Background: an optimization exercise with open tools, aiming at small area, a short achievable clock period and few clock cycles. Do not read the settings as production practice.
Function was checked by simulation only, so behaviour that the tests miss may differ from the original.
Power and IR drop assume default switching activity.

==> run F: inputs <==
==> flow/design.v (excerpt) <==
module ccdm_enc (
    input  wire         clk,
    input  wire         rst,
    input  wire         cmd_valid,
    output wire         cmd_ready,
    input  wire [1:0]   cmd_op,       
    input  wire         cmd_bit,
    input  wire [3:0]   cfg_k,        
    input  wire [127:0] cfg_comp,     
    output wire         sym_valid,
    input  wire         sym_ready,
    output wire [3:0]   sym_data,
    output reg          resp_valid,
    output wire [15:0]  resp_result,
    output wire [2:0]   mode,
    output wire [7:0]   err
);
clock: 14.0 ns
lec_check: 0
cap_margin: 20
core_margin: 2
core_utilization: 40
place_density: 0.6
slew_margin: 20
run.sh (not shown) runs the stock make flow with config.mk's settings and CLKGATE_MAP_FILE= SYNTH_SCRIPT=/design/flow/synth_recipe.tcl, a recipe that flattens the netlist after the stock synthesis.
==> run Z: changes against run F <==
--- a/flow/design.v
+++ b/flow/design.v
@@ -84,13 +84,12 @@
     reg [12:0] ntot;
     reg [12:0] A [1:8];         
     reg [31:0] SL, SH;          
     reg [42:0] PL;              
     reg [43:0] PH;              
     reg [31:0] W;               
-    reg        c;               
     reg [30:0] RL, RH;          
     reg        nbL, nbH;        
     reg [3:0]  sel;
     reg        pend;            
     reg [3:0]  cnt;
     reg        fa;              
@@ -115,13 +114,12 @@
             end
         end
     endfunction
     reg  [12:0] Tm1;                                   
     always @(posedge clk) Tm1 <= dec13(T);
     wire [42:0] Y    = PL + {30'd0, Tm1};                 
-    wire [43:0] Z    = PH + {31'd0, Tm1};                 
     wire [12:0] Yhi  = {1'b0, Y[42:31]};
     wire [13:0] keyH = {PH[43:31], |PH[30:0]};
     wire [13:0] keyL = {1'b0, PL[42:31], |PL[30:0]};
     reg         flushm;         
     wire [13:0] keyG = flushm ? {R, 1'b1} : keyH;
     reg  [8:1]  ge;
@@ -172,48 +170,64 @@
     end
     wire [13:0] pre_sum = {1'b0, as0} + {1'b0, am1};
     wire [12:0] nsel    = as0 - am1;
     wire        ge_sel  = ({as0, 1'b0} >= keyH);
     wire        in_e    = (nsel != 13'd0) && (keyL <= {am1, 1'b0}) && ({am1, 1'b0} < keyH);
     wire        in_a    = (Yhi < am1) && !ge_sel;
-    wire [12:0] dnl     = Yhi - am1;              
-    wire [12:0] dnh     = Z[43:31] - am1;         
     function [13:0] tstep(input [11:0] r, input b, input [12:0] t);
         reg [12:0] x;
         reg [13:0] d;
         begin
             x = {r, b};
             d = {1'b0, x} - {1'b0, t};
             tstep = d[13] ? {1'b0, 1'b0, x[11:0]} : {1'b1, 1'b0, d[11:0]};
         end
     endfunction
-    wire [13:0] l1  = tstep(RL[23:12], nbL, T);
+    wire [13:0] l1  = tstep(RL[11:0], nbL, T);
     wire [13:0] l2  = tstep(l1[11:0], 1'b0, T);
-    wire [13:0] w1  = tstep(RH[23:12], nbH, T);
+    wire [13:0] l3  = tstep(l2[11:0], 1'b0, T);
+    wire [13:0] l4  = tstep(l3[11:0], 1'b0, T);
+    wire [13:0] w1  = tstep(RH[11:0], nbH, T);
     wire [13:0] w2  = tstep(w1[11:0], 1'b0, T);
-    wire [13:0] nl1 = tstep(RL[11:0], PL[31], T);
-    wire [13:0] nl2 = tstep(nl1[11:0], PL[30], T);
-    wire [13:0] nh1 = tstep(RH[11:0], PH[31], T);
-    wire [13:0] nh2 = tstep(nh1[11:0], PH[30], T);
-    wire [12:0] rsum = {1'b0, RL[23:12]} + {1'b0, RH[23:12]};
+    wire [13:0] w3  = tstep(w2[11:0], 1'b0, T);
+    wire [13:0] w4  = tstep(w3[11:0], 1'b0, T);
+    wire [12:0] rsum = {1'b0, RL[11:0]} + {1'b0, RH[11:0]};
     wire        wc   = (rsum >= T);
     function [31:0] rstep(input [30:0] r, input b, input [31:0] w, input cin);
         reg [31:0] x;
         reg [32:0] d;
         reg [33:0] e;
         begin
             x = {r, b};
-            e = {1'b0, x, 1'b0} - {1'b0, w, cin};
+            e = {1'b0, x, 1'b0} - {1'b0, w, 1'b0};
             d = e[33:1];
             rstep = d[32] ? {1'b0, x[30:0]} : {1'b1, d[30:0]};
         end
     endfunction
-    wire [31:0] rl1 = rstep(RL, nbL, W, c);
-    wire [31:0] rl2 = rstep(rl1[30:0], 1'b0, W, c);
-    wire [31:0] rh1 = rstep(RH, nbH, W, c);
-    wire [31:0] rh2 = rstep(rh1[30:0], 1'b0, W, c);
+    wire [31:0] rl1 = rstep(RL, nbL, W, 1'b0);
+    wire [31:0] rl2 = rstep(rl1[30:0], 1'b0, W, 1'b0);
+    wire [31:0] rh1 = rstep(RH, nbH, W, 1'b0);
+    wire [31:0] rh2 = rstep(rh1[30:0], 1'b0, W, 1'b0);
+    wire [31:0] nl = SL - PL[31:0];
+    wire [31:0] nh = SH - PL[31:0];
+    function [31:0] inc32(input [31:0] p, input ci);
+        reg [31:0] a, cc;
+        integer l, k;
+        begin
+            a = p;
+            for (l = 1; l < 32; l = l * 2)
+                for (k = 2*l - 1; k < 32; k = k + 2*l)
+                    a[k] = a[k] & a[k-l];
+            for (l = 8; l >= 1; l = l / 2)
+                for (k = 3*l - 1; k < 32; k = k + 2*l)
+                    a[k] = a[k] & a[k-l];
+            cc[0] = ci;
+            for (k = 1; k < 32; k = k + 1) cc[k] = ci & a[k-1];
+            inc32 = p ^ cc;
+        end
+    endfunction
     function [28:0] inc29(input [28:0] p, input ci);
         reg [28:0] a, cc;
         integer l, k;
         begin
             a = p;
             for (l = 1; l < 29; l = l * 2)
@@ -371,44 +385,36 @@
                 end else begin
                     resp_valid <= 1'b1;
                     st <= S_IDLE;
                 end
             end
             S_TLOAD: begin
-                RL[11:0]  <= dnl[12:1];
-                PL        <= {Y[42:32], dnl[0], Y[30:0]};
-                RH[11:0]  <= dnh[12:1];
-                PH        <= {Z[43:32], dnh[0], Z[30:0]};
-                RL[23:12] <= am1[12:1];
+                RL        <= {19'd0, am1[12:1]};
                 nbL       <= am1[0];
-                RH[23:12] <= nsel[12:1];
+                RH        <= {19'd0, nsel[12:1]};
                 nbH       <= nsel[0];
                 cnt       <= 4'd0;
                 st        <= S_TDIV;
             end
             S_TDIV: begin
-                RL[23:12] <= l2[11:0];
-                RH[23:12] <= w2[11:0];
-                RL[11:0]  <= nl2[11:0];
-                RH[11:0]  <= nh2[11:0];
+                RL[11:0] <= l4[11:0];
+                RH[11:0] <= w4[11:0];
                 nbL <= 1'b0;
                 nbH <= 1'b0;
-                W   <= {W[29:0], w1[13], w2[13]};
-                if (!fin) begin
-                    PL[31:0] <= {PL[29:0], nl1[13], nl2[13]};
-                    PH[31:0] <= {PH[29:0], nh1[13], nh2[13]};
-                end
+                W   <= {W[27:0], w1[13], w2[13], w3[13], w4[13]};
+                if (!fin)
+                    PL[31:0] <= {PL[27:0], l1[13], l2[13], l3[13], l4[13]};
                 cnt <= cnt + 4'd1;
-                if (cnt == 4'd15) st <= fin ? S_FCMP : S_SETUP;
+                if (cnt == 4'd7) st <= fin ? S_FCMP : S_SETUP;
             end
             S_SETUP: begin
-                c   <= wc;
-                RL  <= PL[31:1];
-                nbL <= PL[0];
-                RH  <= PH[31:1];
-                nbH <= PH[0];
+                W   <= inc32(W, wc);
+                RL  <= nl[31:1];
+                nbL <= nl[0];
+                RH  <= nh[31:1];
+                nbH <= nh[0];
                 cnt <= 4'd0;
                 st  <= S_RESC;
             end
             S_RESC: begin
                 RL  <= rl2[30:0];
                 RH  <= rh2[30:0];
@@ -424,15 +430,15 @@
             S_RLAST: begin
                 PL <= pl_h;
                 PH <= ph_h;
                 st <= S_FIND;
             end
             S_FTEST: begin
-                RL[23:12] <= am1[12:1];
+                RL        <= {19'd0, am1[12:1]};
                 nbL       <= am1[0];
-                RH[23:12] <= nsel[12:1];
+                RH        <= {19'd0, nsel[12:1]};
                 nbH       <= nsel[0];
                 cnt <= 4'd0;
                 fa  <= in_a;
                 if (in_e) st <= S_TDIV;
                 else if (sel == 4'd8) st <= S_FEND;
                 else sel <= sel + 4'd1;
SETUP_SLACK_MARGIN = 5   (was not set)
==> run K: changes against run F <==
--- a/flow/design.v
+++ b/flow/design.v
@@ -87,12 +87,14 @@
     reg [42:0] PL;              
     reg [43:0] PH;              
     reg [31:0] W;               
     reg        c;               
     reg [30:0] RL, RH;          
     reg        nbL, nbH;        
+    reg        nbL2, nbH2;      
+    reg        tdvq;            
     reg [3:0]  sel;
     reg        pend;            
     reg [3:0]  cnt;
     reg        fa;              
     reg [3:0]  best_a, best_e;
     reg        ovf, kbad;
@@ -183,37 +185,35 @@
         begin
             x = {r, b};
             d = {1'b0, x} - {1'b0, t};
             tstep = d[13] ? {1'b0, 1'b0, x[11:0]} : {1'b1, 1'b0, d[11:0]};
         end
     endfunction
-    wire [13:0] l1  = tstep(RL[23:12], nbL, T);
+    wire [13:0] l1  = tstep(SL[25:14], nbL2, T);
     wire [13:0] l2  = tstep(l1[11:0], 1'b0, T);
-    wire [13:0] w1  = tstep(RH[23:12], nbH, T);
+    wire [13:0] w1  = tstep(SH[25:14], nbH2, T);
     wire [13:0] w2  = tstep(w1[11:0], 1'b0, T);
-    wire [13:0] nl1 = tstep(RL[11:0], PL[31], T);
-    wire [13:0] nl2 = tstep(nl1[11:0], PL[30], T);
-    wire [13:0] nh1 = tstep(RH[11:0], PH[31], T);
-    wire [13:0] nh2 = tstep(nh1[11:0], PH[30], T);
-    wire [12:0] rsum = {1'b0, RL[23:12]} + {1'b0, RH[23:12]};
+    wire [12:0] rsum = {1'b0, SL[25:14]} + {1'b0, SH[25:14]};
     wire        wc   = (rsum >= T);
     function [31:0] rstep(input [30:0] r, input b, input [31:0] w, input cin);
         reg [31:0] x;
         reg [32:0] d;
         reg [33:0] e;
         begin
             x = {r, b};
             e = {1'b0, x, 1'b0} - {1'b0, w, cin};
             d = e[33:1];
             rstep = d[32] ? {1'b0, x[30:0]} : {1'b1, d[30:0]};
         end
     endfunction
-    wire [31:0] rl1 = rstep(RL, nbL, W, c);
-    wire [31:0] rl2 = rstep(rl1[30:0], 1'b0, W, c);
-    wire [31:0] rh1 = rstep(RH, nbH, W, c);
-    wire [31:0] rh2 = rstep(rh1[30:0], 1'b0, W, c);
+    wire [31:0] rl1 = rstep(RL, (tdvq & PL[31]) | nbL, W, c);
+    wire [31:0] rl2 = rstep(rl1[30:0], tdvq & PL[30], W, c);
+    wire [31:0] rh1 = rstep(RH, (tdvq & PH[31]) | nbH, W, c);
+    wire [31:0] rh2 = rstep(rh1[30:0], tdvq & PH[30], W, c);
+    wire [39:0] QW  = {SL[31:26], SL[13:0], SH[31:26], SH[13:0]};
+    wire [39:0] QWn = {QW[37:0], w1[13], w2[13]};
     function [28:0] inc29(input [28:0] p, input ci);
         reg [28:0] a, cc;
         integer l, k;
         begin
             a = p;
             for (l = 1; l < 29; l = l * 2)
@@ -289,12 +289,13 @@
             st     <= S_IDLE;
             md     <= M_IDLE;
             ecomp  <= 1'b0;
             R      <= 13'd0;
             pend   <= 1'b0;
             fin    <= 1'b0;
+            tdvq   <= 1'b0;
         end else begin
             case (st)
             S_IDLE: if (cmd_valid) begin
                 resp_valid <= 1'b1;
                 if (cmd_op == OP_SRESET) begin
                     md    <= M_IDLE;
@@ -371,40 +372,49 @@
                 end else begin
                     resp_valid <= 1'b1;
                     st <= S_IDLE;
                 end
             end
             S_TLOAD: begin
-                RL[11:0]  <= dnl[12:1];
+                RL        <= {19'd0, dnl[12:1]};
                 PL        <= {Y[42:32], dnl[0], Y[30:0]};
-                RH[11:0]  <= dnh[12:1];
+                RH        <= {18'd0, dnh[12:1]};
                 PH        <= {Z[43:32], dnh[0], Z[30:0]};
-                RL[23:12] <= am1[12:1];
-                nbL       <= am1[0];
-                RH[23:12] <= nsel[12:1];
-                nbH       <= nsel[0];
+                SL[25:14] <= am1[12:1];
+                nbL2      <= am1[0];
+                SH[25:14] <= nsel[12:1];
+                nbH2      <= nsel[0];
+                nbL       <= 1'b0;
+                nbH       <= 1'b0;
+                W         <= {19'd0, T};
+                c         <= 1'b0;
+                tdvq      <= 1'b1;
                 cnt       <= 4'd0;
                 st        <= S_TDIV;
             end
             S_TDIV: begin
-                RL[23:12] <= l2[11:0];
-                RH[23:12] <= w2[11:0];
-                RL[11:0]  <= nl2[11:0];
-                RH[11:0]  <= nh2[11:0];
-                nbL <= 1'b0;
-                nbH <= 1'b0;
-                W   <= {W[29:0], w1[13], w2[13]};
+                SL[25:14] <= l2[11:0];
+                SH[25:14] <= w2[11:0];
+                RL  <= rl2[30:0];
+                RH  <= rh2[30:0];
+                nbL2 <= 1'b0;
+                nbH2 <= 1'b0;
                 if (!fin) begin
-                    PL[31:0] <= {PL[29:0], nl1[13], nl2[13]};
-                    PH[31:0] <= {PH[29:0], nh1[13], nh2[13]};
+                    {SL[31:26], SL[13:0], SH[31:26], SH[13:0]} <= QWn;
+                    PL[31:0] <= {PL[29:0], rl1[31], rl2[31]};
+                    PH[31:0] <= {PH[29:0], rh1[31], rh2[31]};
                 end
                 cnt <= cnt + 4'd1;
-                if (cnt == 4'd15) st <= fin ? S_FCMP : S_SETUP;
+                if (cnt == 4'd15) begin
+                    tdvq <= 1'b0;
+                    st   <= fin ? S_FCMP : S_SETUP;
+                end
             end
             S_SETUP: begin
                 c   <= wc;
+                W   <= QW[31:0];
                 RL  <= PL[31:1];
                 nbL <= PL[0];
                 RH  <= PH[31:1];
                 nbH <= PH[0];
                 cnt <= 4'd0;
                 st  <= S_RESC;
@@ -424,19 +434,26 @@
             S_RLAST: begin
                 PL <= pl_h;
                 PH <= ph_h;
                 st <= S_FIND;
             end
             S_FTEST: begin
-                RL[23:12] <= am1[12:1];
-                nbL       <= am1[0];
-                RH[23:12] <= nsel[12:1];
-                nbH       <= nsel[0];
+                SL[25:14] <= am1[12:1];
+                nbL2      <= am1[0];
+                SH[25:14] <= nsel[12:1];
+                nbH2      <= nsel[0];
+                nbL       <= 1'b0;
+                nbH       <= 1'b0;
+                W         <= {19'd0, T};
+                c         <= 1'b0;
                 cnt <= 4'd0;
                 fa  <= in_a;
-                if (in_e) st <= S_TDIV;
+                if (in_e) begin
+                    tdvq <= 1'b1;
+                    st   <= S_TDIV;
+                end
                 else if (sel == 4'd8) st <= S_FEND;
                 else sel <= sel + 4'd1;
             end
             S_FCMP: begin
                 if (fa && key > SL[13:0]) begin
                     SL[13:0] <= key;
==> notes.md <==
Psw -> 9020 µW
Well tap count -> 1755
Count of flip-flops and latches -> 421
Tmin final -> 8.74 ns
Critical-path top delay cell -> edfxtp_1
Met3 global-route usage -> 4.73%
Final worst-path cycle share -> 62.4%
Run status -> timing/DRC/antenna clean
the above is filed under run Z

==> notes.md <==
Critical-path top delay cell -> a2111oi_2
Tmin final -> 8.22 ns
Synth cell count leaders -> 750 x ha_1, 650 x nand2_1, 507 x a21oi_1, 499 x inv_1, 440 x o21ai_0
Met3 global-route usage -> 8.24%
Max VDD drop -> 0.196 mV
Final worst-path cycle share -> 58.7%
Flop+latch power -> 2370 µW
Count of flip-flops and latches -> 422
Well tap count -> 1742
Run status -> timing/DRC/antenna clean
Dominant synthesized flop cell -> edfxtp_1
the above is filed under run F

==> notes.md <==
Run status -> timing/DRC/antenna clean
Area share of fa/ha/maj cells after synthesis -> 18.6%
Final worst-path cycle share -> 63.0%
Well tap count -> 1637
Critical-path top delay cell -> a2111oi_0
Met3 global-route usage -> 5.22%
Count of flip-flops and latches -> 425
Psw -> 7270 µW
the above is filed under run K

Testbench counts of run F, summed over its fixed seeds: cycles 256,074.
Testbench counts of run Z, summed over its fixed seeds: cycles 204,394.
Testbench counts of run K, summed over its fixed seeds: cycles 256,074.

[what the ideal ports hide]
The results above use ideal ports. As a check the final layouts listed here were re-extracted and re-timed, cells and wires unchanged. Step 1 assumes that a clkbuf_16 drives the clock port and a buf_2 every other input. Step 2 times the ports against the registers' clock, not the clock port: input delays grow and output delays shrink by t, the midpoint of the rising clock arrivals with the driver on. a / b / c = ideal ports / drivers / drivers and shift; a / b = the first two.
run	shift t [ns]	setup WS [ns]	worst data-port slew with drivers (ns)
run F	0.765	5.780 / 5.780 / 5.780	0.14
run Z	0.750	5.259 / 5.259 / 5.259	0.07
run K	0.760	5.181 / 5.181 / 5.181	0.08
After both steps every run listed still meets setup and hold.
